From an optimization exercise on the open Yosys and OpenROAD flow, aimed at small area, a short achievable clock period and few clock cycles; shortcuts taken in it are not production practice. No run shown here included a check of the RTL's function; only the layout flow was run. Power figures rest on the tool's default switching activity, not on a simulated workload.

[run.sh]
#!/bin/bash
# synth_recipe.tcl (not shown) runs the flow's synth.tcl, then flattens the netlist and writes it again
# the make line also repeats each setting of config.mk as NAME=value (left out here)
make -C /OpenROAD-flow-scripts/flow DESIGN_CONFIG=/design/flow/config.mk WORK_HOME=/design/flow/orfs CLKGATE_MAP_FILE= SYNTH_SCRIPT=/design/flow/synth_recipe.tcl finish
[config.mk]
export PLATFORM = sky130hd
export DESIGN_NAME = upe_link
export DESIGN_NICKNAME = upe_link
export VERILOG_FILES = /design/flow/design.v
export SDC_FILE = /design/flow/constraint.sdc
export NUM_CORES = 4
export LEC_CHECK = 0
export ABC_CLOCK_PERIOD_IN_PS = 2000
export CAP_MARGIN = 20
export CORE_MARGIN = 2
export CORE_UTILIZATION = 40
export SETUP_SLACK_MARGIN = 1.5
export SLEW_MARGIN = 20
[constraint.sdc]
create_clock -name core_clock -period 4.0 [get_ports {clk}]
set_input_delay 0.8000 -clock core_clock [delete_from_list [all_inputs] [get_ports {clk}]]
set_output_delay 0.8000 -clock core_clock [all_outputs]
set_load 0.01 [all_outputs]
[design.v]
module upe_link (
    input  wire        clk,
    input  wire        rst,
    input  wire        strict,
    input  wire        rx_valid,
    input  wire [7:0]  rx_data,
    output wire        rx_ready,
    output reg         ro_valid,
    input  wire        ro_ready,
    output reg  [1:0]  ro_kind,
    output reg  [7:0]  ro_data,
    output wire [15:0] ro_crc_calc,
    output wire [15:0] ro_crc_recv,
    input  wire        ti_valid,
    input  wire [7:0]  ti_data,
    output wire        ti_ready,
    output reg         to_valid,
    input  wire        to_ready,
    output reg  [7:0]  to_data
);
    localparam [1:0] K_BYTE  = 2'd0;
    localparam [1:0] K_FRAME = 2'd1;
    localparam [1:0] K_DROP  = 2'd2;
    function [7:0] key;
        input [3:0] i;
        begin
            case (i)
                4'd0:    key = 8'h16;
                4'd1:    key = 8'h6C;
                4'd2:    key = 8'h14;
                4'd3:    key = 8'hE6;
                4'd4:    key = 8'h2E;
                4'd5:    key = 8'h91;
                4'd6:    key = 8'h0D;
                4'd7:    key = 8'h40;
                4'd8:    key = 8'h21;
                4'd9:    key = 8'h35;
                4'd10:   key = 8'hD5;
                4'd11:   key = 8'h40;
                4'd12:   key = 8'h13;
                4'd13:   key = 8'h03;
                4'd14:   key = 8'hE9;
                default: key = 8'h80;
            endcase
        end
    endfunction
    function [15:0] crc_update;
        input [7:0]  b;
        input [15:0] crc;
        integer k;
        reg [15:0] c;
        begin
            c = crc ^ {b, 8'h00};
            for (k = 0; k < 8; k = k + 1)
                c = c[15] ? ((c << 1) ^ 16'h1021) : (c << 1);
            crc_update = c;
        end
    endfunction
    localparam [3:0] S_IDLE    = 4'b0000;
    localparam [3:0] S_SYNC2   = 4'b0001;
    localparam [3:0] S_LENHI   = 4'b0010;
    localparam [3:0] S_PAYLOAD = 4'b0011;
    localparam [3:0] S_CKLO    = 4'b0100;
    localparam [3:0] S_CKHI    = 4'b0101;
    localparam [3:0] S_FOOT1   = 4'b0110;
    localparam [3:0] S_FOOT2   = 4'b0111;
    localparam [3:0] S_LENLO   = 4'b1000;
    reg [3:0]  stage;
    reg [15:0] rcnt;
    reg [3:0]  rkidx;
    reg        rshort;
    reg [15:0] crc_calc;
    reg        ro_end;       
    reg        ro_new;       
    reg        rsk_valid;
    reg [1:0]  rsk_kind;
    reg [7:0]  rsk_data;
    assign rx_ready    = !rsk_valid && !(stage[3] && ro_end);
    assign ro_crc_calc = crc_calc;
    assign ro_crc_recv = rcnt;
    wire       rx_take  = rx_valid && rx_ready;
    wire       ro_free  = !ro_valid || ro_ready;
    wire [7:0] rx_plain = rx_data ^ key(rkidx);
    wire       crc_ok   = (crc_calc == rcnt);
    reg        rp;
    reg [1:0]  rp_kind;
    reg [7:0]  rp_data;
    always @(*) begin
        rp      = 1'b0;
        rp_kind = K_BYTE;
        rp_data = rx_plain;
        if (rx_take) begin
            case (stage)
                S_PAYLOAD: rp = 1'b1;
                S_FOOT1: begin
                    if (rx_data != 8'hDC) begin
                        rp      = 1'b1;
                        rp_kind = K_DROP;
                        rp_data = 8'd0;
                    end
                end
                S_FOOT2: begin
                    rp = 1'b1;
                    if (rx_data != 8'hBA) begin
                        rp_kind = K_DROP;
                        rp_data = 8'd0;
                    end else if (rshort) begin
                        rp_kind = K_DROP;
                        rp_data = 8'd1;
                    end else if (strict && !crc_ok) begin
                        rp_kind = K_DROP;
                        rp_data = 8'd2;
                    end else begin
                        rp_kind = K_FRAME;
                        rp_data = {7'd0, crc_ok};
                    end
                end
                default: ;
            endcase
        end
    end
    always @(posedge clk) begin
        if (ro_new)
            crc_calc <= crc_update(ro_data, crc_calc);
        if (rx_take) begin
            case (stage)
                S_LENLO: rcnt[7:0] <= rx_data;
                S_LENHI: begin
                    rcnt[15:8] <= rx_data;
                    rkidx      <= 4'd0;
                    crc_calc   <= 16'd0;
                    rshort     <= (rx_data == 8'd0) && (rcnt[7:1] == 7'd0);
                end
                S_PAYLOAD: begin
                    rcnt  <= rcnt - 16'd1;
                    rkidx <= rkidx + 4'd1;
                end
                S_CKLO: begin
                    rcnt[7:0] <= rx_plain;
                    rkidx     <= rkidx + 4'd1;
                end
                S_CKHI: rcnt[15:8] <= rx_plain;
                default: ;
            endcase
        end
        if (ro_free) begin
            if (rsk_valid) begin
                ro_kind <= rsk_kind;
                ro_data <= rsk_data;
            end else if (rp) begin
                ro_kind <= rp_kind;
                ro_data <= rp_data;
            end
        end else if (rp) begin
            rsk_kind <= rp_kind;
            rsk_data <= rp_data;
        end
        if (rst) begin
            stage     <= S_IDLE;
            ro_valid  <= 1'b0;
            ro_end    <= 1'b0;
            ro_new    <= 1'b0;
            rsk_valid <= 1'b0;
        end else begin
            if (ro_free) begin
                if (rsk_valid) begin
                    ro_valid  <= 1'b1;
                    ro_end    <= (rsk_kind != K_BYTE);
                    ro_new    <= (rsk_kind == K_BYTE);
                    rsk_valid <= 1'b0;
                end else begin
                    ro_valid <= rp;
                    ro_end   <= rp && (rp_kind != K_BYTE);
                    ro_new   <= rp && (rp_kind == K_BYTE);
                end
            end else begin
                ro_new <= 1'b0;
                if (rp)
                    rsk_valid <= 1'b1;
            end
            if (rx_take) begin
                case (stage)
                    S_IDLE:    if (rx_data == 8'hAB) stage <= S_SYNC2;
                    S_SYNC2:   stage <= (rx_data == 8'hCD) ? S_LENLO : S_IDLE;
                    S_LENLO:   stage <= S_LENHI;
                    S_LENHI:   stage <= (rx_data == 8'd0 && rcnt[7:0] == 8'd0) ?
                                        S_CKLO : S_PAYLOAD;
                    S_PAYLOAD: if (rcnt == 16'd1) stage <= S_CKLO;
                    S_CKLO:    stage <= S_CKHI;
                    S_CKHI:    stage <= S_FOOT1;
                    S_FOOT1:   stage <= (rx_data == 8'hDC) ? S_FOOT2 : S_IDLE;
                    S_FOOT2:   stage <= S_IDLE;
                    default:   stage <= S_IDLE;
                endcase
            end
        end
    end
    localparam [3:0] T_AB   = 4'b0000;
    localparam [3:0] T_CD   = 4'b0001;
    localparam [3:0] T_L0   = 4'b0010;
    localparam [3:0] T_L1   = 4'b0011;
    localparam [3:0] T_K0   = 4'b0100;
    localparam [3:0] T_K1   = 4'b0101;
    localparam [3:0] T_DC   = 4'b0110;
    localparam [3:0] T_BA   = 4'b0111;
    localparam [3:0] T_PAY  = 4'b1000;
    localparam [1:0] I_L0   = 2'b00;   
    localparam [1:0] I_L1   = 2'b01;   
    localparam [1:0] I_PAY  = 2'b10;   
    localparam [1:0] I_HOLD = 2'b11;   
    reg [3:0]  tstate;
    reg [1:0]  tin;
    reg [15:0] tcnt;
    reg [3:0]  tkidx;
    reg [15:0] tcrc;
    reg        tsk_valid;
    reg [7:0]  tsk_data;
    wire to_free = !to_valid || to_ready;
    assign ti_ready = !tin[1] || (tstate[3] && !tsk_valid);
    wire tx_take = ti_valid && ti_ready;
    reg       tg;
    reg [7:0] tg_data;
    always @(*) begin
        tg      = 1'b0;
        tg_data = 8'hAB;
        if (!tsk_valid) begin
            case (tstate)
                T_AB: begin
                    tg      = (tin != I_L0) || ti_valid;
                    tg_data = 8'hAB;
                end
                T_CD: begin
                    tg      = 1'b1;
                    tg_data = 8'hCD;
                end
                T_L0: begin
                    tg      = tin[1];
                    tg_data = tcnt[7:0];
                end
                T_L1: begin
                    tg      = tin[1];
                    tg_data = tcnt[15:8];
                end
                T_PAY: begin
                    tg      = ti_valid;
                    tg_data = ti_data ^ key(tkidx);
                end
                T_K0: begin
                    tg      = 1'b1;
                    tg_data = tcrc[7:0] ^ key(tkidx);
                end
                T_K1: begin
                    tg      = 1'b1;
                    tg_data = tcrc[15:8] ^ key(tkidx);
                end
                T_DC: begin
                    tg      = 1'b1;
                    tg_data = 8'hDC;
                end
                default: begin
                    tg      = 1'b1;
                    tg_data = 8'hBA;
                end
            endcase
        end
    end
    always @(posedge clk) begin
        if (to_free) begin
            if (tsk_valid)
                to_data <= tsk_data;
            else if (tg)
                to_data <= tg_data;
        end else if (tg) begin
            tsk_data <= tg_data;
        end
        if (tx_take && !tin[0] && !tin[1])
            tcnt[7:0] <= ti_data;
        if (tx_take && tin[0] && !tin[1])
            tcnt[15:8] <= ti_data;
        if (tg && tstate == T_L1) begin
            tkidx <= 4'd0;
            tcrc  <= 16'd0;
        end
        if (tg && tstate == T_PAY) begin
            tcrc  <= crc_update(ti_data, tcrc);
            tcnt  <= tcnt - 16'd1;
            tkidx <= tkidx + 4'd1;
        end
        if (tg && tstate == T_K0)
            tkidx <= tkidx + 4'd1;
        if (rst) begin
            tstate    <= T_AB;
            tin       <= I_L0;
            to_valid  <= 1'b0;
            tsk_valid <= 1'b0;
        end else begin
            if (to_free) begin
                to_valid  <= tsk_valid || tg;
                tsk_valid <= 1'b0;
            end else if (tg) begin
                tsk_valid <= 1'b1;
            end
            if (tx_take && tin == I_L0)
                tin <= I_L1;
            if (tx_take && tin == I_L1)
                tin <= (ti_data == 8'd0 && tcnt[7:0] == 8'd0) ? I_HOLD : I_PAY;
            if (tg) begin
                case (tstate)
                    T_AB: tstate <= T_CD;
                    T_CD: tstate <= T_L0;
                    T_L0: tstate <= T_L1;
                    T_L1: begin
                        if (tin == I_HOLD) begin
                            tin    <= I_L0;
                            tstate <= T_K0;
                        end else begin
                            tstate <= T_PAY;
                        end
                    end
                    T_PAY: begin
                        if (tcnt == 16'd1) begin
                            tin    <= I_L0;
                            tstate <= T_K0;
                        end
                    end
                    T_K0: tstate <= T_K1;
                    T_K1: tstate <= T_DC;
                    T_DC: tstate <= T_BA;
                    default: tstate <= T_AB;
                endcase
            end
        end
    end
endmodule
==> impl_results.md, run 1 <==
- Crit. End Element: flip-flop
- Crit path top cell by count: a21o_1
- Routability cong.: 0.834
- Setup ws final: 1.57 ns
- Share of cells above drive strength 1: 0.142
- Die H: 148 um
- WS Path Type: reg -> reg
- Final Cell Area: 10500 um^2
- Synth Cell Area: 8250 um^2
- Place WS: 0.603 ns
- Max Root-Sink Buffers: 2
- Initial Utilization: 0.408
- Final Max Slew Viols: 0
- Vias: 6531
- Leak Pwr: 3.78 nW
- DR top layer: met4
- Total GRT Usage: 0.197
- Post-synth top flop: edfxtp_1
- Synthesis Warnings: 1
- Sink Count: 141
- Setup TNS: 0 ns
- Max cap viols: 0
- Reg clk slew, reported paths: 0.06 ns
- Critical-path cell list: buf_8, nor4b_2, buf_4, a41oi_4, a21o_1, a21o_1, ha_4, or2_4, mux4_2
- Final nets: 963
- Vias per std cell: 5.41
- Reg2Reg Setup Slack: 1.57 ns
- Total power: 5.42 mW
- Io pins: 77
- CTS tree: built
- Placement Cell Area: 9270 um^2
- Row count: 52
- Area growth, synth to finish: 26.9%
- CTS hold repair buffers: 0
- R2R depth: 9
- RSZ-0062 raised after global routing: false
- Worst Tran Pin Value: 1.03 ns
- Reg area: 3790 um^2
- DR WL met2: 9060 um
- Antenna Nets Post-Route: 0
- Commonest cells post-synth: 111 x nor2_1, 93 x edfxtp_1, 72 x xnor2_1
- Htree depth: 4
- Num CTS Buffers: 17
- Min-delay src: tsk_data[4]
- Synth Instances: 834
- CP required: 4.29 ns
- Hold/Removal Path Class: reg -> reg
- Initial antenna violation count: 0
- Core area: 20200 um^2
- Syn Area/Cell: 9.89 um^2
- Die width: 148 um
- Ys async rst share: 0
- Count leader, synth: nor2_1
- # port buffers: 76
- Post-route DRC: 0
- Global-route wire length before repair: 33700 um
- Initial DRT Pass Iterations: 6
- Initial drt markers: 537
- Delay-heaviest family, CP: compound AO/OA/AOI/OAI gates
- CP arrival: 2.72 ns
- WP buf/inv: 2
- Met3 WL: 1200 um
- Antenna diodes: 0
- Final setup viols: 0
- Pwr/cell area: 518 nW/um^2
- Multi-input logic area: 4430 um^2
- Number of synthesized flops with an enable pin: 93
- Period utilization: 0.608
- Synth top area cells: edfxtp_1 34%, dfxtp_1 12%, xnor2_1 7.6%, nor2_1 5.1%, xor2_1 4.0%
- Die Area: 21800 um^2
- WHS Path Cells: 1
- Max Fclk: 0.411 GHz
- Clock skew: 0.0112 ns
- CP max stage delay: 0.44 ns
- Final wirelength: 21300 um
- Fill count: 1803
- Largest net degree at the start of global routing: 29
- Worst skew pair latency: 0.42 ns
- Worst VDD drop: 0.317 mV
- Sequential element share of the synthesized area: 0.455
- End of the worst hold path: to_data[4]
- Status: complete, no violations
- Area share of the largest cell type after synthesis: 0.339
- Syn Nets: 871
- Final hold viol count: 0
- Area leader, netlist: edfxtp_1
- CP startpoint kind: flip-flop
- CP Max Fanout: 7
- Yosys reg bits: 141
- Tmin final: 2.43 ns
- WL per Instance: 17.6 um
- Synth cell types: 62
- Grt total ovfl: 0
- HPWL after DPL: 14900 um
- Reg-to-reg startpoint: tstate[0]
- Root buffer cell: clkbuf_16
- Met1 wire length: 10600 um
- Vias in the first global route: 6126
- Worst relative slew slack: 0.312
- Slowest cell on crit path: mux4_2
[how the worst max path moves through the flow]
stage / start / end / slack (ns) / depth (start not counted)
4_1_cts: tstate[3] / ti_ready / 1.47 / 3
2_1_floorplan: ti_valid / flip-flop / 1.40 / 7
5_1_grt: rcnt[2] / rcnt[13] / 1.49 / 6
3_3_place_gp: ti_valid / flip-flop / 0.65 / 8
3_5_place_dp: ti_valid / flip-flop / 0.60 / 8
6_report: tstate[0] / flip-flop / 1.57 / 9
[report_power, final]
part / leakage (nW) / switching [mW] / internal, mW
Combinational: 2.16 / 0.747 / 0.711
Sequential: 1.26 / 0.151 / 1.79
Clock: 0.361 / 0.600 / 1.42
Total: 3.78 / 1.50 / 3.92
[cell usage in the layout (no fill, tap or decap), drive strengths merged, types with 25 or more instances in the layout]
cell	count
nor2	111
edfxtp	93
xnor2	72
clkdlybuf4s50	69
dfxtp	48
o21ai	46
nand2	43
a21oi	43
xor2	38
buf	38
mux2i	31
inv	25
[cell families (layout without fill, tap and decap cells)]
logic type	Yosys count	count (layout)	share of synthesized area
and+or+nand+nor	282	282	0.171
AOI/OAI and AO/OA	178	179	0.142
DFF	141	141	0.455
xor gates and xnor gates	110	110	0.117
buffers and inverters	67	170	0.0354
muxes	42	42	0.0581
adders and majority gates	14	14	0.0212
[per-stage QoR]
step                cells  hold WS, ns   util
floorplan             834        0.484      -
global placement     1151        0.509  0.458
detailed placement   1151        0.514  0.458
CTS                  1195        0.527  0.504
global route         1208        0.551  0.517
finish               1208        0.525  0.517
[sequential cells by signal, indices dropped and copies added (netlist names), 2 cells and up, named ones only]
signal,cells
ro_kind,2
to_data,8
tkidx,4
stage,4
ro_data,8
tin,2
key$func$/design/flow/design.v:83$5471.$result,8
tstate,4
rkidx,4
crc_calc,16
rcnt,16
tcrc,16
rsk_kind,2
rsk_data,8
tsk_data,8
tcnt,16
[final cells by class]
class                           count  share of cell area
Clock buffer                       19              0.0414
Clock inverter                     12              0.0300
Inverter                           25             0.00897
Multi-Input combinational cell    627               0.423
Sequential cell                   141               0.362
Tap cell                          270              0.0323
Timing Repair Buffer              114               0.103
[per-layer routing]
| layer | GRT usage | up-vias |
|---|---|---|
| li1 | - | 3195 |
| met2 | 0.279 | 188 |
| met1 | 0.297 | 3120 |
| met5 | 0 | - |
| met4 | 0.0692 | 0 |
| met3 | 0.0404 | 28 |
[timing repair]
action	CTS	global route
resized for setup	33	43
setup buffers	13	12
pin swaps	6	6
endpoints found under the setup margin	44	50
cloned	0	1
==> inputs of run 2 (changes only) <==
==> flow/run.sh (new file) <==
#!/bin/bash
# Standard layout, but let the resizer change a cell's footprint (so it can
# upsize gates and port buffers) and buffer the ports with buf_2.
set -euo pipefail
bash standard.sh MATCH_CELL_FOOTPRINT=0 'BUFFER_PORTS_ARGS=-buffer_cell sky130_fd_sc_hd__buf_2' finish > make_finish.log 2>&1
==> standard.sh (new file) <==
#!/bin/bash
# synth_recipe.tcl (not shown) runs the flow's synth.tcl, then flattens the netlist and writes it again
# the make line also repeats each setting of config.mk as NAME=value (left out here)
make -C /OpenROAD-flow-scripts/flow DESIGN_CONFIG=/design/flow/config.mk WORK_HOME=/design/flow/orfs CLKGATE_MAP_FILE= SYNTH_SCRIPT=/design/flow/synth_recipe.tcl "${@:-finish}"
removed: run.sh
==> run 2 against run 1 <==
  * Still clean on timing, DRC and antenna
  * Clock skew is essentially flat
  * Worst hold slack improved by 0.011 ns
  * Sequential power is essentially flat
  * Critical path type unchanged
  * Synthesized area unchanged
  * Maximum frequency down 5.0%
  * Core utilization down 3.9 points
  * Die area did not move
==> impl_results.md, run 2 <==
- Largest net degree at the start of global routing: 29
- Die H: 148 um
- Area growth, synth to finish: 17.3%
- Area leader, netlist: edfxtp_1
- Reg-to-reg startpoint: tstate[2]
- End of the worst hold path: ro_data[2]
- Crit. End Element: flip-flop
- Reg2Reg Setup Slack: 1.44 ns
- Initial antenna violation count: 0
- Vias: 6300
- CP required: 4.29 ns
- Global-route wire length before repair: 32500 um
- WL per Instance: 17.1 um
- Sequential element share of the synthesized area: 0.455
- Synthesis Warnings: 1
- Tmin final: 2.56 ns
- Final hold viol count: 0
- Count leader, synth: nor2_1
- CP startpoint kind: flip-flop
- Leak Pwr: 3.57 nW
- Most common cell after layout, fill and taps aside: nor2_1
- WS Path Type: reg -> reg
- Worst Tran Pin Value: 1.03 ns
- Die Area: 21800 um^2
- Max Root-Sink Buffers: 2
- Setup TNS: 0 ns
- Synth top area cells: edfxtp_1 34%, dfxtp_1 12%, xnor2_1 7.6%, nor2_1 5.1%, xor2_1 4.0%
- # port buffers: 76
- Placed cells: 1145
- Vias in the first global route: 5983
- CTS tree: built
- Hold/Removal Path Class: reg -> reg
- Ys async rst share: 0
- Post-Route Utilization: 0.478
- Number of synthesized flops with an enable pin: 93
- Area share of the largest cell type after synthesis: 0.339
- Synth Cell Area: 8250 um^2
- Sink Count: 141
- Post-synth top flop: edfxtp_1
- Synth cell types: 62
- Pwr/cell area: 513 nW/um^2
- Hold WS: 0.536 ns
- Worst skew pair latency: 0.42 ns
- Vias per std cell: 5.32
- Initial DRT Pass Iterations: 5
- WHS Path Cells: 2
- Total GRT Usage: 0.189
- R2R depth: 8
- Antenna diodes: 0
- Routability cong.: 0.848
- Reg clk slew, reported paths: 0.06 ns
- RSZ-0062 raised after global routing: true
- Final Max Slew Viols: 0
- Max cap viols: 0
- Final wirelength: 20200 um
- Commonest cells post-synth: 111 x nor2_1, 93 x edfxtp_1, 72 x xnor2_1
- Min-delay src: rsk_data[2]
- Die width: 148 um
- Worst VDD drop: 0.230 mV
- Io pins: 77
- Clock skew: 0.0112 ns
- Row count: 52
- Syn Area/Cell: 9.89 um^2
- Antenna Nets Post-Route: 0
- Htree depth: 4
- Period utilization: 0.640
- CP Max Fanout: 17
- Layout Cells excl Fill: 1185
- Share of cells above drive strength 1: 0.188
- Syn Nets: 871
- HPWL after DPL: 14700 um
- Grt total ovfl: 0
- Worst relative slew slack: 0.314
- Final setup viols: 0
- Fill count: 1849
- CTS hold repair buffers: 0
- Core area: 20200 um^2
- CP arrival: 2.85 ns
- Final nets: 939
- Most frequent cells in the layout: 109 x nor2_1, 93 x edfxtp_1, 76 x buf_2
- Synth Instances: 834
- Root buffer cell: clkbuf_16
- Status: complete, no violations
- Post-route DRC: 0
- Initial drt markers: 698
- Num CTS Buffers: 17
- Yosys reg bits: 141
- Max Fclk: 0.391 GHz
- Initial Utilization: 0.408
## run 2: kinds of logic after synthesis
group                    synth area share
adder cells (fa/ha/maj)            0.0212
multiplexers                       0.0581
XOR/XNOR                            0.117
flip-flops                          0.455
buffers and inverters              0.0354
AND/OR/NAND/NOR                     0.171
AO/OA/AOI/OAI                       0.142
## run 2: worst max-delay path by stage
stage | from | to | cells past startpoint
2_1_floorplan | ti_valid | flip-flop | 7
3_3_place_gp | tstate[1] | flip-flop | 8
3_5_place_dp | tstate[1] | flip-flop | 8
4_1_cts | tstate[3] | flip-flop | 6
5_1_grt | tstate[2] | flip-flop | 8
6_report | tstate[2] | flip-flop | 8
## run 2: worst max-delay path: stages (launching register included)
cell and delay (ns):
dfxtp_4 0.47, inv_1 0.15, a41oi_1 0.35, a21o_1 0.24
a21o_1 0.23, inv_1 0.11, ha_2 0.20, or2_4 0.24
mux4_2 0.44
## run 2: power by group
part | internal, mW | switching [mW] | total [mW]
logic | 0.546 | 0.662 | 1.21
clock network | 1.17 | 0.622 | 1.79
registers | 1.79 | 0.169 | 1.96
total | 3.51 | 1.45 | 4.96
## run 2: through the flow
stage,setup slack (ns),total power [mW],instance area (um^2)
2_1_floorplan,1.40,2.83,8270
3_3_place_gp,1.02,3.14,8840
3_5_place_dp,0.898,3.15,8840
4_1_cts,1.39,4.97,9570
5_1_grt,1.31,5.22,9670
6_report,1.44,4.96,9670
## run 2: cell type report
cell class	instances	area (um^2)	share of cell area
Clock buffer	18	429	0.0444
Clock inverter	14	241	0.0250
Inverter	25	93.8	0.00970
Multi-Input combinational cell	626	4290	0.443
Sequential cell	141	3780	0.391
Tap cell	270	338	0.0349
Timing Repair Buffer	91	504	0.0521
## run 2: routing by layer
layer,routed length (um),up-vias,track usage
li1,-,3148,-
met1,10200,2975,0.284
met2,8800,161,0.276
met3,1000,16,0.0352
met4,193,0,0.0567
met5,0,-,0
## run 2: what timing repair did
item / 4_1_cts / 5_1_grt
endpoints found under the setup margin: 45 / 46
buffers inserted: 3 / 5
resized for setup: 16 / 20
hold endpoints to repair: 0 / 0
pin swaps: 2 / 2
gates cloned: 0 / 0
==> inputs of run 3 (changes only) <==
--- a/design.v
+++ b/design.v
@@ -82,3 +82,5 @@
     wire       ro_free  = !ro_valid || ro_ready;
-    wire [7:0] rx_plain = rx_data ^ key(rkidx);
+    wire [7:0]  rkey     = key(rkidx);
+    wire [7:0]  rx_plain = rx_data ^ rkey;
+    wire [15:0] crc_next = crc_update(ro_data, crc_calc);
     wire       crc_ok   = (crc_calc == rcnt);
@@ -123,3 +125,3 @@
         if (ro_new)
-            crc_calc <= crc_update(ro_data, crc_calc);
+            crc_calc <= crc_next;
         if (rx_take) begin
@@ -220,2 +222,4 @@
     wire tx_take = ti_valid && ti_ready;
+    wire [7:0]  tkey      = key(tkidx);
+    wire [15:0] tcrc_next = crc_update(ti_data, tcrc);
     reg       tg;
@@ -245,3 +249,3 @@
                     tg      = ti_valid;
-                    tg_data = ti_data ^ key(tkidx);
+                    tg_data = ti_data ^ tkey;
                 end
@@ -249,3 +253,3 @@
                     tg      = 1'b1;
-                    tg_data = tcrc[7:0] ^ key(tkidx);
+                    tg_data = tcrc[7:0] ^ tkey;
                 end
@@ -253,3 +257,3 @@
                     tg      = 1'b1;
-                    tg_data = tcrc[15:8] ^ key(tkidx);
+                    tg_data = tcrc[15:8] ^ tkey;
                 end
@@ -284,3 +288,3 @@
         if (tg && tstate == T_PAY) begin
-            tcrc  <= crc_update(ti_data, tcrc);
+            tcrc  <= tcrc_next;
             tcnt  <= tcnt - 16'd1;
==> run 3 against run 2 <==
  * Combinational power about the same
  * Still clean
  * Non-clock buffer count up 13
  * Flip-flop and latch count unchanged
  * Global-route usage up 1.2 points
  * Synthesized area about the same
  * Routed wire length up 6.8%
  * Power down 3.7%
  * Setup slack better by 0.11 ns
  * First-iteration DRC count down 25%
  * Sequential power about the same
==> impl_results.md, run 3 <==
- Pint: 3.26 mW
- Vias in the first global route: 6203
- Row count: 52
- Antenna diodes: 0
- Synth cell types: 76
- Yosys reg bits: 141
- Count leader, synth: nor2_1
- Sink Count: 141
- CP required: 4.15 ns
- Post-route DRC: 0
- Final wirelength: 21600 um
- Core area: 20200 um^2
- Clock skew: 0.00944 ns
- Tmin final: 2.45 ns
- Most common cell after layout, fill and taps aside: nor2_1
- Critical-path cell list: or4_4, or4b_4, or3_1, xor2_1, o221ai_1
- Layout Cells excl Fill: 1196
- Most frequent cells in the layout: 104 x nor2_1, 93 x edfxtp_1, 76 x buf_2
- Num CTS Buffers: 17
- Total GRT Usage: 0.201
- Clock power frac: 0.327
- Initial antenna violation count: 0
- WS Path Type: reg -> reg
- Root buffer cell: clkbuf_16
- Htree depth: 4
- Synth Instances: 838
- Antenna Nets Post-Route: 0
- DR WL met2: 9300 um
- Synth Cell Area: 8240 um^2
- CTS tree: built
- Vias per std cell: 5.58
- Slowest cell on crit path: or4_4
- Initial drt markers: 521
- Vias: 6675
- Area share of the largest cell type after synthesis: 0.339
- Syn Area/Cell: 9.83 um^2
- Syn Nets: 875
- Status: complete, no violations
- Worst Tran Pin Value: 0.998 ns
- Die Area: 21800 um^2
- Io pins: 77
- Initial DRT Pass Iterations: 5
- Delay-heaviest family, CP: simple AND/OR/NAND/NOR gates
- CP Max Fanout: 4
- Pwr/cell area: 492 nW/um^2
- Synth top area cells: edfxtp_1 34%, dfxtp_1 12%, xnor2_1 6.6%, nor2_1 4.8%, xor2_1 4.1%
- Initial Utilization: 0.407
- Ys async rst share: 0
- Met1 wire length: 10600 um
- Crit. End Element: flip-flop
- Routability cong.: 0.869
- Period utilization: 0.612
- DR top layer: met4
- Setup TNS: 0 ns
- Final Max Slew Viols: 0
- CP startpoint kind: flip-flop
- Die H: 148 um
- Global-route wire length before repair: 34500 um
- Final setup viols: 0
- Sw frac: 0.318
- Synthesis Warnings: 1
- HPWL after DPL: 15500 um
- Worst VDD drop: 0.223 mV
- Worst relative slew slack: 0.334
- WP buf/inv: 0
- Hold/Removal Path Class: reg -> reg
- Share of cells above drive strength 1: 0.206
- Max cap viols: 0
- CTS hold repair buffers: 0
- Area leader, netlist: edfxtp_1
- Max Root-Sink Buffers: 2
- Leak Pwr: 3.51 nW
- Final hold viol count: 0
- Commonest cells post-synth: 106 x nor2_1, 93 x edfxtp_1, 62 x xnor2_1
- Largest net degree at the start of global routing: 28
- Worst skew pair latency: 0.43 ns
- Number of synthesized flops with an enable pin: 93
- CP arrival: 2.60 ns
- WL per Instance: 18.1 um
- Sequential element share of the synthesized area: 0.456
- Max Fclk: 0.408 GHz
- Area growth, synth to finish: 17.9%
- Grt total ovfl: 0
- CP max stage delay: 0.58 ns
- Register share of total power: 0.414
- Power share of the combinational group: 0.259
- Placed cells: 1145
- RSZ-0062 raised after global routing: true
- Post-Route Utilization: 0.480
- # port buffers: 76
- Met3 WL: 1310 um
- Reg clk slew, reported paths: 0.06 ns
- Final nets: 950
- Die width: 148 um
- Sw power: 1.52 mW
- Post-synth top flop: edfxtp_1
[run 3: cell types whose count changed after synthesis, moves of 6 or more]
cell / delta
o21ai_0: -8
buf_2: +6
mux2i_1: -8
o211ai_1: +9
nor2b_1: +6
xnor2_1: -10
[run 3: power by group through the flow]
stage	logic, mW	registers [mW]	clock network (mW)
6_report	1.24	1.98	1.56
5_1_grt	1.36	2.00	1.65
4_1_cts	1.19	1.98	1.59
3_5_place_dp	1.16	2.00	0
3_3_place_gp	1.15	1.99	0
2_1_floorplan	0.896	1.94	0
[run 3: what timing repair did]
item | CTS | global route
setup buffers | 8 | 11
endpoints found under the hold margin | 0 | 0
setup endpoints to repair | 60 | 59
gates cloned | 0 | 0
pin swaps | 4 | 4
gates resized for setup | 17 | 25
[run 3: per-stage QoR]
step	setup slack, ns	power, mW	hold WS, ns	area, um^2
5_1_grt	1.49	5.01	0.520	9720
6_report	1.55	4.78	0.482	9720
2_1_floorplan	1.50	2.83	0.444	8250
3_5_place_dp	0.980	3.15	0.466	8840
3_3_place_gp	1.06	3.14	0.463	8840
4_1_cts	1.48	4.75	0.479	9550
[run 3: cell type report]
type,instances,area (um^2)
Fill cell,1930,10500
Inverter,24,90.1
Tap cell,270,338
Timing Repair Buffer,104,603
Clock inverter,13,143
Clock buffer,19,433
Multi-Input combinational cell,625,4330
Sequential cell,141,3780
[run 3: worst paths after layout]
path         cells past startpoint     from  slack (ns)        to
max reg2reg                      5  rcnt[6]        1.55  rcnt[10]
min reg2reg                      2   ro_end        0.48    ro_end
max                              5  rcnt[6]        1.55  rcnt[10]
min                              2   ro_end        0.48    ro_end
[run 3: worst register-to-register path, cell delays in order, from the launching register on]
cell and delay [ns]:
edfxtp_1 0.41, or4_4 0.58, or4b_4 0.57, or3_1 0.34, xor2_1 0.14, o221ai_1 0.13
[run 3: layer usage]
layer / global-route usage / vias to the layer above
li1: - / 3217
met1: 0.307 / 3197
met2: 0.289 / 230
met3: 0.0370 / 31
met4: 0.0582 / 0
met5: 0 / -
[run 3: logic make-up (layout without fill, tap and decap cells)]
family          after synthesis  count (layout)  synth area share
fa+ha+maj                    14              14            0.0213
flops                       141             141             0.456
buf+inv                      72             160            0.0352
compound gates              201             201             0.167
simple gates                274             274             0.167
mux                          35              35            0.0471
xor+xnor                    101             101             0.107
==> inputs of run 4 (changes only) <==
==> run.sh (new file) <==
#!/bin/bash
# synth_recipe.tcl (not shown) runs the flow's synth.tcl, then flattens the netlist and writes it again
# the make line also repeats each setting of config.mk as NAME=value (left out here)
make -C /OpenROAD-flow-scripts/flow DESIGN_CONFIG=/design/flow/config.mk WORK_HOME=/design/flow/orfs CLKGATE_MAP_FILE= SYNTH_SCRIPT=/design/flow/synth_recipe.tcl finish
removed: flow/run.sh
removed: standard.sh
==> run 4 against run 3 <==
  * Critical path type unchanged
  * Synthesized area stayed put
  * Still clean on timing, DRC and antenna
  * Power rose by 0.77%
  * Count of clock-buffer cells in the layout up 4
  * Flip-flop and latch count unchanged
  * Register-to-register slack worse by 0.04 ns
  * Non-clock buffer count increased by 8
  * Final cell count up 0.67%
  * Synthesized cell count did not move
==> impl_results.md, run 4 <==
- RSZ-0062 raised after global routing: true
- GR Util met3: 0.0488
- Synth cell types: 76
- Syn Area/Cell: 9.83 um^2
- # port buffers: 76
- Grt total ovfl: 0
- Most frequent cells in the layout: 103 x nor2_1, 93 x edfxtp_1, 65 x clkdlybuf4s50_1
- Max cap viols: 0
- Final setup viols: 0
- Final wirelength: 21900 um
- Die Area: 21800 um^2
- Htree depth: 4
- Setup TNS: 0 ns
- Ys async rst share: 0
- Total power: 4.82 mW
- Vias in the first global route: 6304
- Initial DRT Pass Iterations: 5
- Synth Area in XOR/XNOR: 0.107
- Most crowded layer after global routing: met1
- Count leader, synth: nor2_1
- Min-delay src: ro_end
- Post-route DRC: 0
- Synth top area cells: edfxtp_1 34%, dfxtp_1 12%, xnor2_1 6.6%, nor2_1 4.8%, xor2_1 4.1%
- Max Root-Sink Buffers: 2
- WL per Instance: 18.2 um
- Global-route wire length before repair: 34800 um
- CP arrival: 2.63 ns
- Placed cells: 1147
- CP required: 4.14 ns
- Final Cell Area: 10200 um^2
- Worst relative slew slack: 0.357
- Initial Utilization: 0.407
- Vias per std cell: 5.52
- Root buffer cell: clkbuf_16
- Number of synthesized flops with an enable pin: 93
- Pwr/cell area: 472 nW/um^2
- Clock skew: 0.00838 ns
- Total GRT Usage: 0.204
- Die H: 148 um
- CTS tree: built
- Mux cell area share after synthesis: 0.0471
- Leak Pwr: 3.57 nW
- Delay-heaviest family, CP: simple AND/OR/NAND/NOR gates
- Synth Area in Simple Gates: 0.167
- Synth Cell Area: 8240 um^2
- Largest net degree at the start of global routing: 28
- Hold/Removal Path Class: reg -> reg
- Antenna Nets Post-Route: 0
- Critical-path cell list: or4_4, or4b_4, or3_4, xor2_1, o221ai_1
- CP startpoint kind: flip-flop
- Most common cell after layout, fill and taps aside: nor2_1
- Sequential element share of the synthesized area: 0.456
- Final Max Slew Viols: 0
- R2R depth: 5
- Row count: 52
- CP max stage delay: 0.58 ns
- Slowest cell on crit path: or4_4
- Max Fclk: 0.402 GHz
- Num CTS Buffers: 17
- Commonest cells post-synth: 106 x nor2_1, 93 x edfxtp_1, 62 x xnor2_1
- Final hold viol count: 0
- WHS Path Cells: 2
- Area share of the largest cell type after synthesis: 0.339
- Post-synthesis adder-cell area fraction: 0.0213
- Tmin final: 2.49 ns
- Largest family of logic cells by synthesized area: simple AND/OR/NAND/NOR gates
- Status: complete, no violations
- Final nets: 958
- Met2 Usage GRT: 0.295
- HPWL after DPL: 15700 um
- Fill count: 1855
- Crit. End Element: flip-flop
- Worst Tran Pin Value: 0.963 ns
- Vias: 6644
- Area leader, netlist: edfxtp_1
- Reg-to-Reg End: rcnt[10]
- Sink Count: 141
- Reg clk slew, reported paths: 0.06 ns
- Synth Instances: 838
- Post-synth top flop: edfxtp_1
- Io pins: 77
- Initial antenna violation count: 0
- Layout Cells excl Fill: 1204
- Die width: 148 um
- Core area: 20200 um^2
- Syn Nets: 875
- Reg2Reg Setup Slack: 1.51 ns
- Placement Cell Area: 9230 um^2
- Antenna diodes: 0
- Period utilization: 0.622
- Share of cells above drive strength 1: 0.140
- Worst skew pair latency: 0.42 ns
- End of the worst hold path: ro_end
- Routability cong.: 0.831
- WP buf/inv: 0
- Synth Area in Compound Gates: 0.167
- Multi-input logic area: 4390 um^2
- Worst VDD drop: 0.295 mV
- Initial drt markers: 631
- Synthesis Warnings: 1
- WS Path Type: reg -> reg
- GR Util met1: 0.302
- Area growth, synth to finish: 23.8%
- Reg area: 3770 um^2
- CP Max Fanout: 4
- Yosys reg bits: 141
- Reg-to-reg startpoint: rcnt[4]
[run 4: timing repair]
action,in CTS,in global routing
hold buffers,0,0
gates resized for setup,36,34
endpoints found under the setup margin,75,55
buffers inserted,12,13
pin swaps,5,6
[run 4: logic make-up after synthesis]
kind of cell,Yosys count
and+or+nand+nor,274
buffers and inverters,72
adders and majority gates,14
xor gates and xnor gates,101
muxes,35
AOI/OAI and AO/OA,201
DFF,141
[run 4: worst register-to-register path: cells and delay by family, from the launching register on]
| kind | cells | cell delay, ns |
|---|---|---|
| AO/OA/AOI/OAI | 1 | 0.11 |
| XOR/XNOR | 1 | 0.14 |
| AND/OR/NAND/NOR | 3 | 1.51 |
| flip-flops | 1 | 0.45 |
[run 4: metal layers]
layer / share of wire / up-vias
met5: 0 / -
met2: 0.43 / 207
li1: - / 3243
met3: 0.062 / 22
met4: 0.013 / 0
met1: 0.49 / 3172
[run 4: layout make-up]
cell class	count	share of cell area
Clock inverter	9	0.00846
Sequential cell	141	0.370
Clock buffer	23	0.0470
Multi-Input combinational cell	625	0.430
Tap cell	270	0.0331
Inverter	24	0.00883
Timing Repair Buffer	112	0.103
[run 4: worst max path at each step]
| stage | cells after the start | slack (ns) | endpoint | startpoint |
|---|---|---|---|---|
| detailed placement | 7 | 0.57 | tkey[7] | ti_valid |
| global route | 9 | 1.36 | tkey[4] | tstate[1] |
| finish | 5 | 1.51 | rcnt[10] | rcnt[4] |
| global placement | 7 | 0.67 | tkey[5] | ti_valid |
| floorplan | 7 | 1.50 | tkey[5] | ti_valid |
| CTS | 2 | 1.36 | ti_ready | tsk_valid |
[run 4: where the power goes]
| part | internal [mW] | switching (mW) |
|---|---|---|
| Combinational | 0.606 | 0.703 |
| Sequential | 1.80 | 0.185 |
| Clock | 0.910 | 0.616 |
[run 4: through the flow]
stage	setup WS (ns)	util	hold WS (ns)
after CTS	1.36	0.494	0.519
after floorplan	1.50	-	0.444
after global placement	0.668	0.456	0.457
final	1.51	0.504	0.514
after global routing	1.36	0.504	0.536
after detailed placement	0.569	0.456	0.466
==> inputs of run 5 (changes only) <==
--- a/design.v
+++ b/design.v
@@ -23,2 +23,10 @@
     localparam [1:0] K_DROP  = 2'd2;
+    localparam [15:0] KEY_B0 = 16'h7760;
+    localparam [15:0] KEY_B1 = 16'h3019;
+    localparam [15:0] KEY_B2 = 16'h065F;
+    localparam [15:0] KEY_B3 = 16'h4052;
+    localparam [15:0] KEY_B4 = 16'h1625;
+    localparam [15:0] KEY_B5 = 16'h431A;
+    localparam [15:0] KEY_B6 = 16'h4C8A;
+    localparam [15:0] KEY_B7 = 16'hC428;
     function [7:0] key;
@@ -26,20 +34,16 @@
         begin
-            case (i)
-                4'd0:    key = 8'h16;
-                4'd1:    key = 8'h6C;
-                4'd2:    key = 8'h14;
-                4'd3:    key = 8'hE6;
-                4'd4:    key = 8'h2E;
-                4'd5:    key = 8'h91;
-                4'd6:    key = 8'h0D;
-                4'd7:    key = 8'h40;
-                4'd8:    key = 8'h21;
-                4'd9:    key = 8'h35;
-                4'd10:   key = 8'hD5;
-                4'd11:   key = 8'h40;
-                4'd12:   key = 8'h13;
-                4'd13:   key = 8'h03;
-                4'd14:   key = 8'hE9;
-                default: key = 8'h80;
-            endcase
+            key = {KEY_B7[i], KEY_B6[i], KEY_B5[i], KEY_B4[i],
+                   KEY_B3[i], KEY_B2[i], KEY_B1[i], KEY_B0[i]};
+        end
+    endfunction
+    function [15:0] dec16;
+        input [15:0] c;
+        integer k;
+        reg borrow;
+        begin
+            borrow = 1'b1;
+            for (k = 0; k < 16; k = k + 1) begin
+                dec16[k] = c[k] ^ borrow;
+                borrow   = borrow & ~c[k];
+            end
         end
@@ -77,3 +81,4 @@
     reg [7:0]  rsk_data;
-    assign rx_ready    = !rsk_valid && !(stage[3] && ro_end);
+    reg        rx_rdy;       
+    assign rx_ready    = rx_rdy;
     assign ro_crc_calc = crc_calc;
@@ -85,2 +90,3 @@
     wire [15:0] crc_next = crc_update(ro_data, crc_calc);
+    wire [15:0] rcnt_dec = dec16(rcnt);
     wire       crc_ok   = (crc_calc == rcnt);
@@ -123,2 +129,24 @@
     end
+    reg  [3:0] stage_n;
+    always @(*) begin
+        stage_n = stage;
+        if (rx_take) begin
+            case (stage)
+                S_IDLE:    if (rx_data == 8'hAB) stage_n = S_SYNC2;
+                S_SYNC2:   stage_n = (rx_data == 8'hCD) ? S_LENLO : S_IDLE;
+                S_LENLO:   stage_n = S_LENHI;
+                S_LENHI:   stage_n = (rx_data == 8'd0 && rcnt[7:0] == 8'd0) ?
+                                     S_CKLO : S_PAYLOAD;
+                S_PAYLOAD: if (rcnt == 16'd1) stage_n = S_CKLO;
+                S_CKLO:    stage_n = S_CKHI;
+                S_CKHI:    stage_n = S_FOOT1;
+                S_FOOT1:   stage_n = (rx_data == 8'hDC) ? S_FOOT2 : S_IDLE;
+                default:   stage_n = S_IDLE;
+            endcase
+        end
+    end
+    wire rsk_valid_n = !ro_free && (rsk_valid || rp);
+    wire ro_end_n    = ro_free ? (rsk_valid ? (rsk_kind != K_BYTE)
+                                            : (rp && rp_kind != K_BYTE))
+                               : ro_end;
     always @(posedge clk) begin
@@ -136,3 +164,3 @@
                 S_PAYLOAD: begin
-                    rcnt  <= rcnt - 16'd1;
+                    rcnt  <= rcnt_dec;
                     rkidx <= rkidx + 4'd1;
@@ -161,2 +189,3 @@
             stage     <= S_IDLE;
+            rx_rdy    <= 1'b1;
             ro_valid  <= 1'b0;
@@ -182,17 +211,4 @@
             end
-            if (rx_take) begin
-                case (stage)
-                    S_IDLE:    if (rx_data == 8'hAB) stage <= S_SYNC2;
-                    S_SYNC2:   stage <= (rx_data == 8'hCD) ? S_LENLO : S_IDLE;
-                    S_LENLO:   stage <= S_LENHI;
-                    S_LENHI:   stage <= (rx_data == 8'd0 && rcnt[7:0] == 8'd0) ?
-                                        S_CKLO : S_PAYLOAD;
-                    S_PAYLOAD: if (rcnt == 16'd1) stage <= S_CKLO;
-                    S_CKLO:    stage <= S_CKHI;
-                    S_CKHI:    stage <= S_FOOT1;
-                    S_FOOT1:   stage <= (rx_data == 8'hDC) ? S_FOOT2 : S_IDLE;
-                    S_FOOT2:   stage <= S_IDLE;
-                    default:   stage <= S_IDLE;
-                endcase
-            end
+            stage  <= stage_n;
+            rx_rdy <= !rsk_valid_n && !(stage_n[3] && ro_end_n);
         end
@@ -220,3 +236,4 @@
     wire to_free = !to_valid || to_ready;
-    assign ti_ready = !tin[1] || (tstate[3] && !tsk_valid);
+    reg  ti_rdy;      
+    assign ti_ready = ti_rdy;
     wire tx_take = ti_valid && ti_ready;
@@ -224,2 +241,3 @@
     wire [15:0] tcrc_next = crc_update(ti_data, tcrc);
+    wire [15:0] tcnt_dec  = dec16(tcnt);
     reg       tg;
@@ -270,2 +288,38 @@
     end
+    reg [3:0] tstate_n;
+    reg [1:0] tin_n;
+    always @(*) begin
+        tin_n    = tin;
+        tstate_n = tstate;
+        if (tx_take && tin == I_L0)
+            tin_n = I_L1;
+        if (tx_take && tin == I_L1)
+            tin_n = (ti_data == 8'd0 && tcnt[7:0] == 8'd0) ? I_HOLD : I_PAY;
+        if (tg) begin
+            case (tstate)
+                T_AB: tstate_n = T_CD;
+                T_CD: tstate_n = T_L0;
+                T_L0: tstate_n = T_L1;
+                T_L1: begin
+                    if (tin == I_HOLD) begin
+                        tin_n    = I_L0;
+                        tstate_n = T_K0;
+                    end else begin
+                        tstate_n = T_PAY;
+                    end
+                end
+                T_PAY: begin
+                    if (tcnt == 16'd1) begin
+                        tin_n    = I_L0;
+                        tstate_n = T_K0;
+                    end
+                end
+                T_K0: tstate_n = T_K1;
+                T_K1: tstate_n = T_DC;
+                T_DC: tstate_n = T_BA;
+                default: tstate_n = T_AB;
+            endcase
+        end
+    end
+    wire tsk_valid_n = !to_free && (tsk_valid || tg);
     always @(posedge clk) begin
@@ -289,3 +343,3 @@
             tcrc  <= tcrc_next;
-            tcnt  <= tcnt - 16'd1;
+            tcnt  <= tcnt_dec;
             tkidx <= tkidx + 4'd1;
@@ -297,2 +351,3 @@
             tin       <= I_L0;
+            ti_rdy    <= 1'b1;
             to_valid  <= 1'b0;
@@ -306,31 +361,5 @@
             end
-            if (tx_take && tin == I_L0)
-                tin <= I_L1;
-            if (tx_take && tin == I_L1)
-                tin <= (ti_data == 8'd0 && tcnt[7:0] == 8'd0) ? I_HOLD : I_PAY;
-            if (tg) begin
-                case (tstate)
-                    T_AB: tstate <= T_CD;
-                    T_CD: tstate <= T_L0;
-                    T_L0: tstate <= T_L1;
-                    T_L1: begin
-                        if (tin == I_HOLD) begin
-                            tin    <= I_L0;
-                            tstate <= T_K0;
-                        end else begin
-                            tstate <= T_PAY;
-                        end
-                    end
-                    T_PAY: begin
-                        if (tcnt == 16'd1) begin
-                            tin    <= I_L0;
-                            tstate <= T_K0;
-                        end
-                    end
-                    T_K0: tstate <= T_K1;
-                    T_K1: tstate <= T_DC;
-                    T_DC: tstate <= T_BA;
-                    default: tstate <= T_AB;
-                endcase
-            end
+            tin    <= tin_n;
+            tstate <= tstate_n;
+            ti_rdy <= !tin_n[1] || (tstate_n[3] && !tsk_valid_n);
         end
==> flow/run.sh (new file) <==
#!/bin/bash
# Standard layout, but let the resizer change a cell's footprint (so it can
# upsize gates and port buffers) and buffer the ports with buf_2.
set -euo pipefail
bash standard.sh MATCH_CELL_FOOTPRINT=0 'BUFFER_PORTS_ARGS=-buffer_cell sky130_fd_sc_hd__buf_2' finish > make_finish.log 2>&1
==> standard.sh (new file) <==
#!/bin/bash
# synth_recipe.tcl (not shown) runs the flow's synth.tcl, then flattens the netlist and writes it again
# the make line also repeats each setting of config.mk as NAME=value (left out here)
make -C /OpenROAD-flow-scripts/flow DESIGN_CONFIG=/design/flow/config.mk WORK_HOME=/design/flow/orfs CLKGATE_MAP_FILE= SYNTH_SCRIPT=/design/flow/synth_recipe.tcl "${@:-finish}"
--- a/config.mk
+++ b/config.mk
@@ -7,3 +7,3 @@
 export LEC_CHECK = 0
-export ABC_CLOCK_PERIOD_IN_PS = 2000
+export ABC_CLOCK_PERIOD_IN_PS = 1500
 export CAP_MARGIN = 20
@@ -11,3 +11,3 @@
 export CORE_UTILIZATION = 40
-export SETUP_SLACK_MARGIN = 1.5
+export SETUP_SLACK_MARGIN = 2.2
 export SLEW_MARGIN = 20
removed: run.sh
==> run 5 against run 4 <==
  * Flip-flop and latch count shrank 14
  * Highest routed layer unchanged
  * Design area grew 14%
  * Synthesized cell count shrank 7.2%
  * Largest cell class unchanged
  * Largest power group is now combinational cells
  * Critical path depth grew 12
  * Final cell count grew 1.5%
  * Via count grew 2.2%
  * Routed wire length grew 9.0%
  * Non-clock buffer count grew 70
  * Register-to-register slack lost 0.64 ns
  * Clock skew grew 0.0033 ns
  * Critical endpoint is now rcnt[15]
==> impl_results.md, run 5 <==
- Worst relative slew slack: 0.356
- Area leader, netlist: edfxtp_1
- Die H: 146 um
- Synth Instances: 778
- Worst skew pair latency: 0.42 ns
- Area growth, synth to finish: 45.0%
- Reg-to-reg startpoint: rcnt[1]
- CP startpoint kind: flip-flop
- Reg-to-Reg End: rcnt[15]
- Number of synthesized flops with an enable pin: 93
- Largest net degree at the start of global routing: 23
- CP arrival: 3.28 ns
- Grt total ovfl: 0
- Place WS: 0.733 ns
- Max Fclk: 0.320 GHz
- Worst Tran Pin Value: 0.964 ns
- Antenna Nets Post-Route: 0
- Yosys reg bits: 127
- Final wirelength: 23800 um
- Vias in the first global route: 6361
- WL per Instance: 19.5 um
- Ys async rst share: 0
- Count leader, synth: edfxtp_1
- Initial DRT Pass Iterations: 5
- Synth Cell Area: 8030 um^2
- Die Area: 21200 um^2
- Setup crit end: rcnt[15]
- CP max stage delay: 0.36 ns
- Final nets: 1007
- Slowest cell on crit path: edfxtp_1
- Final hold viol count: 0
- Commonest cells post-synth: 93 x edfxtp_1, 89 x nor2_1, 47 x xnor2_1
- Leak Pwr: 4.29 nW
- Num CTS Buffers: 17
- Layout Cells excl Fill: 1222
- Syn Area/Cell: 10.3 um^2
- CP Max Fanout: 2
- Vias per std cell: 5.56
- Share of cells above drive strength 1: 0.449
- CTS tree: built
- Routability cong.: 0.829
- Root buffer cell: clkbuf_16
- Vias: 6793
- Setup TNS: 0 ns
- Sequential element share of the synthesized area: 0.433
- Total GRT Usage: 0.215
- Period utilization: 0.782
- Pwr/cell area: 480 nW/um^2
- Placement Cell Area: 9120 um^2
- Io pins: 77
- Hold/Removal Path Class: reg -> reg
- Reg2Reg Setup Slack: 0.87 ns
- Initial Utilization: 0.410
- Initial drt markers: 668
- Crit path top cell by count: ha_4
- Critical-path cell list: inv_2, ha_4, ha_4, ha_4, ha_4, ha_4, ha_4, ha_4, ha_4, ha_4, ha_4, ha_4, ha_4, ha_4, ha_4, xnor2_2, o221ai_2
- Worst VDD drop: 0.362 mV
- Row count: 51
- Synthesis Warnings: 1
- Setup ws final: 0.872 ns
- Die width: 146 um
- HPWL after DPL: 16000 um
- Status: complete, no violations
- Crit path launch: rcnt[1]
- CTS hold repair buffers: 0
- Final Max Slew Viols: 0
- Core area: 19600 um^2
- Most frequent cells in the layout: 93 x edfxtp_1, 80 x nor2_1, 75 x buf_4
- R2R depth: 17
- Reg clk slew, reported paths: 0.06 ns
- Synth cell types: 82
- Post-synth top flop: edfxtp_1
- # port buffers: 76
- Synth top area cells: edfxtp_1 35%, dfxtp_1 8.5%, ha_1 6.2%, xnor2_1 5.1%, xor2_1 4.5%
- Max Root-Sink Buffers: 2
- Max cap viols: 0
- Crit. End Element: flip-flop
- Global-route wire length before repair: 36000 um
- Tmin final: 3.13 ns
- Post-route DRC: 0
- Sink Count: 127
- Final Cell Area: 11600 um^2
- Final setup viols: 0
- Area share of the largest cell type after synthesis: 0.348
- Fill count: 1557
- CP required: 4.15 ns
- WS Path Type: reg -> reg
- Clock skew: 0.0117 ns
- Htree depth: 4
- Placed cells: 1088
- Initial antenna violation count: 0
- Syn Nets: 841
- Antenna diodes: 0
- RSZ-0062 raised after global routing: true
- Most common cell after layout, fill and taps aside: edfxtp_1
## run 5: power breakdown
group          internal, mW  switching [mW]
logic                 0.938            1.07
clock network          1.05           0.597
registers              1.69           0.239
## run 5: per-stage QoR
| stage | total power, mW | util | hold slack (ns) |
|---|---|---|---|
| after CTS | 5.41 | 0.552 | 0.469 |
| after global placement | 3.46 | 0.466 | 0.452 |
| after detailed placement | 3.46 | 0.466 | 0.461 |
| final | 5.58 | 0.594 | 0.464 |
| after floorplan | 3.03 | - | 0.445 |
| after global routing | 5.84 | 0.594 | 0.500 |
## run 5: kinds of logic after synthesis
kind of cell,share of synthesized area
DFF,0.433
and+or+nand+nor,0.163
buffers and inverters,0.0435
adders and majority gates,0.0623
xor gates and xnor gates,0.0960
muxes,0.0524
AOI/OAI and AO/OA,0.151
## run 5: cell type report
type	count	area [um^2]	share of cell area
inverters	47	184	0.0158
multi-input cells	569	5560	0.477
clock inverters	10	116	0.00999
repair buffers	182	1410	0.121
flip-flops and latches	127	3520	0.303
clock buffers	22	518	0.0445
well taps	265	332	0.0285
## run 5: critical path: cells and delay by family, from the launching register on
family                   cells  cell delay [ns]
adder cells (fa/ha/maj)     14             2.16
AO/OA/AOI/OAI                1             0.11
flip-flops                   1             0.36
XOR/XNOR                     1             0.14
buffers and inverters        1             0.06
## run 5: what timing repair did
action / in CTS / in global routing
buffers inserted: 58 / 42
cloned: 0 / 2
hold endpoints to repair: 0 / 0
setup endpoints to repair: 236 / 176
resized for setup: 139 / 91
pin swaps: 65 / 47
## run 5: per-layer routing
metal / vias to the layer above / global-route usage / wire, um
met3: 30 / 0.0382 / 1310
li1: 3205 / - / -
met4: 0 / 0.0608 / 380
met2: 267 / 0.307 / 10300
met5: - / 0 / 0
met1: 3291 / 0.332 / 11800
## run 5: worst min-delay path by stage
stage | start | to | slack, ns | cells past startpoint
5_1_grt | ro_end | ro_end | 0.50 | 2
6_report | ro_end | ro_end | 0.46 | 2
3_3_place_gp | ro_end | ro_end | 0.45 | 2
3_5_place_dp | ro_end | ro_end | 0.46 | 2
2_1_floorplan | ro_end | ro_end | 0.44 | 2
4_1_cts | ro_end | ro_end | 0.47 | 2
==> inputs of run 6 (changes only) <==
--- a/config.mk
+++ b/config.mk
@@ -7,3 +7,3 @@
 export LEC_CHECK = 0
-export ABC_CLOCK_PERIOD_IN_PS = 1500
+export ABC_CLOCK_PERIOD_IN_PS = 2000
 export CAP_MARGIN = 20
@@ -11,3 +11,3 @@
 export CORE_UTILIZATION = 40
-export SETUP_SLACK_MARGIN = 2.2
+export SETUP_SLACK_MARGIN = 1.5
 export SLEW_MARGIN = 20
==> run 6 against run 5 <==
  * Global-route usage shrank 1.3 points
  * Sequential share of layout area grew 5.6 points
  * Critical endpoint unchanged
  * Maximum frequency grew 0.59%
  * Still clean on timing, DRC and antenna
  * Critical path type unchanged
  * Setup slack better by 0.018 ns
==> impl_results.md, run 6 <==
- Initial antenna violation count: 0
- Worst skew pair latency: 0.43 ns
- Delay-heaviest family, CP: adder cells
- Initial drt markers: 453
- Post-synth top flop: edfxtp_1
- Clock power frac: 0.312
- Placed cells: 1091
- CP arrival: 3.26 ns
- Pint: 3.23 mW
- Leak Pwr: 3.49 nW
- Total GRT Usage: 0.202
- Final Max Slew Viols: 0
- Status: complete, no violations
- CTS hold repair buffers: 0
- CP max stage delay: 0.37 ns
- Worst relative slew slack: 0.355
- Synth Cell Area: 8030 um^2
- Ys async rst share: 0
- Tmin final: 3.11 ns
- Final nets: 917
- Mux cell area share after synthesis: 0.0524
- WL per Instance: 18.9 um
- HPWL after DPL: 16000 um
- CP Max Fanout: 2
- WS Path Type: reg -> reg
- Reg2Reg Setup Slack: 0.89 ns
- Pwr/cell area: 513 nW/um^2
- Max Fclk: 0.322 GHz
- Count leader, synth: edfxtp_1
- Antenna diodes: 0
- Root buffer cell: clkbuf_16
- Htree depth: 4
- Global-route wire length before repair: 33300 um
- Most common cell after layout, fill and taps aside: edfxtp_1
- Reg area: 3480 um^2
- # port buffers: 76
- RSZ-0062 raised after global routing: true
- Max cap viols: 0
- Synth Instances: 778
- Sw power: 1.74 mW
- Reg clk slew, reported paths: 0.07 ns
- Initial DRT Pass Iterations: 5
- Sw frac: 0.350
- Crit. End Element: flip-flop
- CP required: 4.15 ns
- Synth top area cells: edfxtp_1 35%, dfxtp_1 8.5%, ha_1 6.2%, xnor2_1 5.1%, xor2_1 4.5%
- Vias in the first global route: 5832
- Layout Cells excl Fill: 1132
- GR Util met3: 0.0335
- Row count: 51
- Grt total ovfl: 0
- Crit path top cell by count: ha_4
- Post-Route Utilization: 0.495
- Area growth, synth to finish: 20.9%
- Num CTS Buffers: 17
- Setup TNS: 0 ns
- Post-synthesis adder-cell area fraction: 0.0623
- Critical-path cell list: inv_2, ha_4, ha_4, ha_4, ha_4, ha_4, ha_4, ha_4, ha_4, ha_4, ha_4, ha_4, ha_4, ha_4, ha_4, xnor2_2, o221ai_2
- Power share of the combinational group: 0.307
- Worst VDD drop: 0.340 mV
- Fill count: 1794
- Share of cells above drive strength 1: 0.245
- Synth Area in Compound Gates: 0.151
- Sequential element share of the synthesized area: 0.433
- Core area: 19600 um^2
- Area share of the largest cell type after synthesis: 0.348
- Io pins: 77
- Yosys reg bits: 127
- Area leader, netlist: edfxtp_1
- CTS tree: built
- Largest family of logic cells by synthesized area: simple AND/OR/NAND/NOR gates
- Max Root-Sink Buffers: 2
- Sink Count: 127
- Register share of total power: 0.381
- Most frequent cells in the layout: 93 x edfxtp_1, 88 x nor2_1, 76 x buf_2
- Final hold viol count: 0
- CP startpoint kind: flip-flop
- Synth Area in XOR/XNOR: 0.0960
- Total power: 4.97 mW
- Post-route DRC: 0
- Syn Nets: 841
- Synthesis Warnings: 1
- WP buf/inv: 1
- Final setup viols: 0
- Commonest cells post-synth: 93 x edfxtp_1, 89 x nor2_1, 47 x xnor2_1
- Syn Area/Cell: 10.3 um^2
- Most crowded layer after global routing: met1
- Number of synthesized flops with an enable pin: 93
- Routability cong.: 0.839
- Largest net degree at the start of global routing: 29
- Vias: 6243
- Clock skew: 0.0114 ns
- Die H: 146 um
- Initial Utilization: 0.410
- Vias per std cell: 5.52
- Die width: 146 um
- Slowest cell on crit path: edfxtp_1
- Met2 Usage GRT: 0.300
- GR Util met1: 0.303
- Die Area: 21200 um^2
- Hold/Removal Path Class: reg -> reg
- Period utilization: 0.777
- Synth Area in Simple Gates: 0.163
- Synth cell types: 82
- Multi-input logic area: 4610 um^2
- Worst Tran Pin Value: 0.966 ns
- Antenna Nets Post-Route: 0
- Final wirelength: 21400 um
run 6: cell counts after synthesis:
Identical to the previous run, type by type.
run 6: path summary, 6_finish.rpt:
| check | endpoint | depth (start not counted) | from |
|---|---|---|---|
| setup / recovery | rcnt[15] | 17 | rcnt[0] |
| hold / removal | ro_end | 2 | ro_end |
| setup reg to reg | rcnt[15] | 17 | rcnt[0] |
| hold reg to reg | ro_end | 2 | ro_end |
run 6: tightest hold or removal path, stage by stage, from the launching register on:
cell and delay, ns:
dfxtp_1 0.30, nand2_1 0.07, a21oi_1 0.07
run 6: repair_timing:
action,in CTS,in global routing
pin swaps,7,2
resized for setup,8,9
setup endpoints to repair,52,39
buffers inserted,5,4
run 6: power by group through the flow:
stage / clock (mW) / combinational, mW / sequential (mW)
floorplan: 0 / 1.12 / 1.85
global placement: 0 / 1.50 / 1.91
detailed placement: 0 / 1.50 / 1.92
CTS: 1.57 / 1.52 / 1.89
global route: 1.63 / 1.68 / 1.92
finish: 1.55 / 1.53 / 1.90
run 6: cells by family after synthesis:
family	count (synthesis)
adders and majority gates	40
muxes	34
AOI/OAI and AO/OA	164
buffers and inverters	84
xor gates and xnor gates	88
and+or+nand+nor	241
DFF	127
run 6: layout make-up:
cell class                 instances  share of cell area
inverter                          47              0.0182
tap                              265              0.0342
clock buffer                      20              0.0516
timing repair buffer              94              0.0531
multi-input combinational        567               0.475
clock inverter                    12             0.00954
sequential                       127               0.358
run 6: stage by stage:
stage | area, um^2 | hold WS, ns | worst slack, ns
final | 9710 | 0.492 | 0.891
after detailed placement | 8980 | 0.464 | 0.773
after CTS | 9650 | 0.496 | 0.867
after global routing | 9710 | 0.532 | 0.791
after global placement | 8980 | 0.460 | 0.838
after floorplan | 8380 | 0.445 | 0.833
run 6: routing by layer:
| layer | wire, um | share of wire |
|---|---|---|
| met5 | 0 | 0 |
| met4 | 280 | 0.013 |
| met2 | 9640 | 0.45 |
| met3 | 970 | 0.045 |
| met1 | 10500 | 0.49 |

[port drivers added, routing unchanged]
Ports are ideal in the flow. The routed layouts listed here were re-timed in OpenROAD. Step 1 (the two cells are an assumption about what drives the block):
set clk [get_ports {clk}]
set_driving_cell -lib_cell sky130_fd_sc_hd__clkbuf_16 $clk
set_driving_cell -lib_cell sky130_fd_sc_hd__buf_2 [delete_from_list [all_inputs] $clk]
Step 2 moves the port delays by t, midway between the first and last clock arrival at a register: inputs arrive t later, outputs are due t later. That takes back most of the time a late clock gives input paths. a / b / c = ideal ports / drivers / drivers and shift; a / b = the first two.
run	shift t [ns]	slack for setup (ns)	clock arrival spread, ns	cell pins on the clock port's net
run 1	0.464	1.569 / 1.532 / 1.205	0.012 / 0.012	1
run 2	0.462	1.441 / 1.441 / 1.149	0.012 / 0.011	1
run 3	0.469	1.551 / 1.551 / 1.223	0.010 / 0.010	1
run 4	0.468	1.512 / 1.512 / 1.077	0.009 / 0.009	1
run 5	0.462	0.872 / 0.872 / 0.872	0.011 / 0.011	1
run 6	0.466	0.891 / 0.891 / 0.891	0.012 / 0.012	1
After both steps every run listed still meets setup and hold. The setup slack of run 4, which loses most, moves by 0.000 ns with the drivers and by -0.435 ns with both steps.
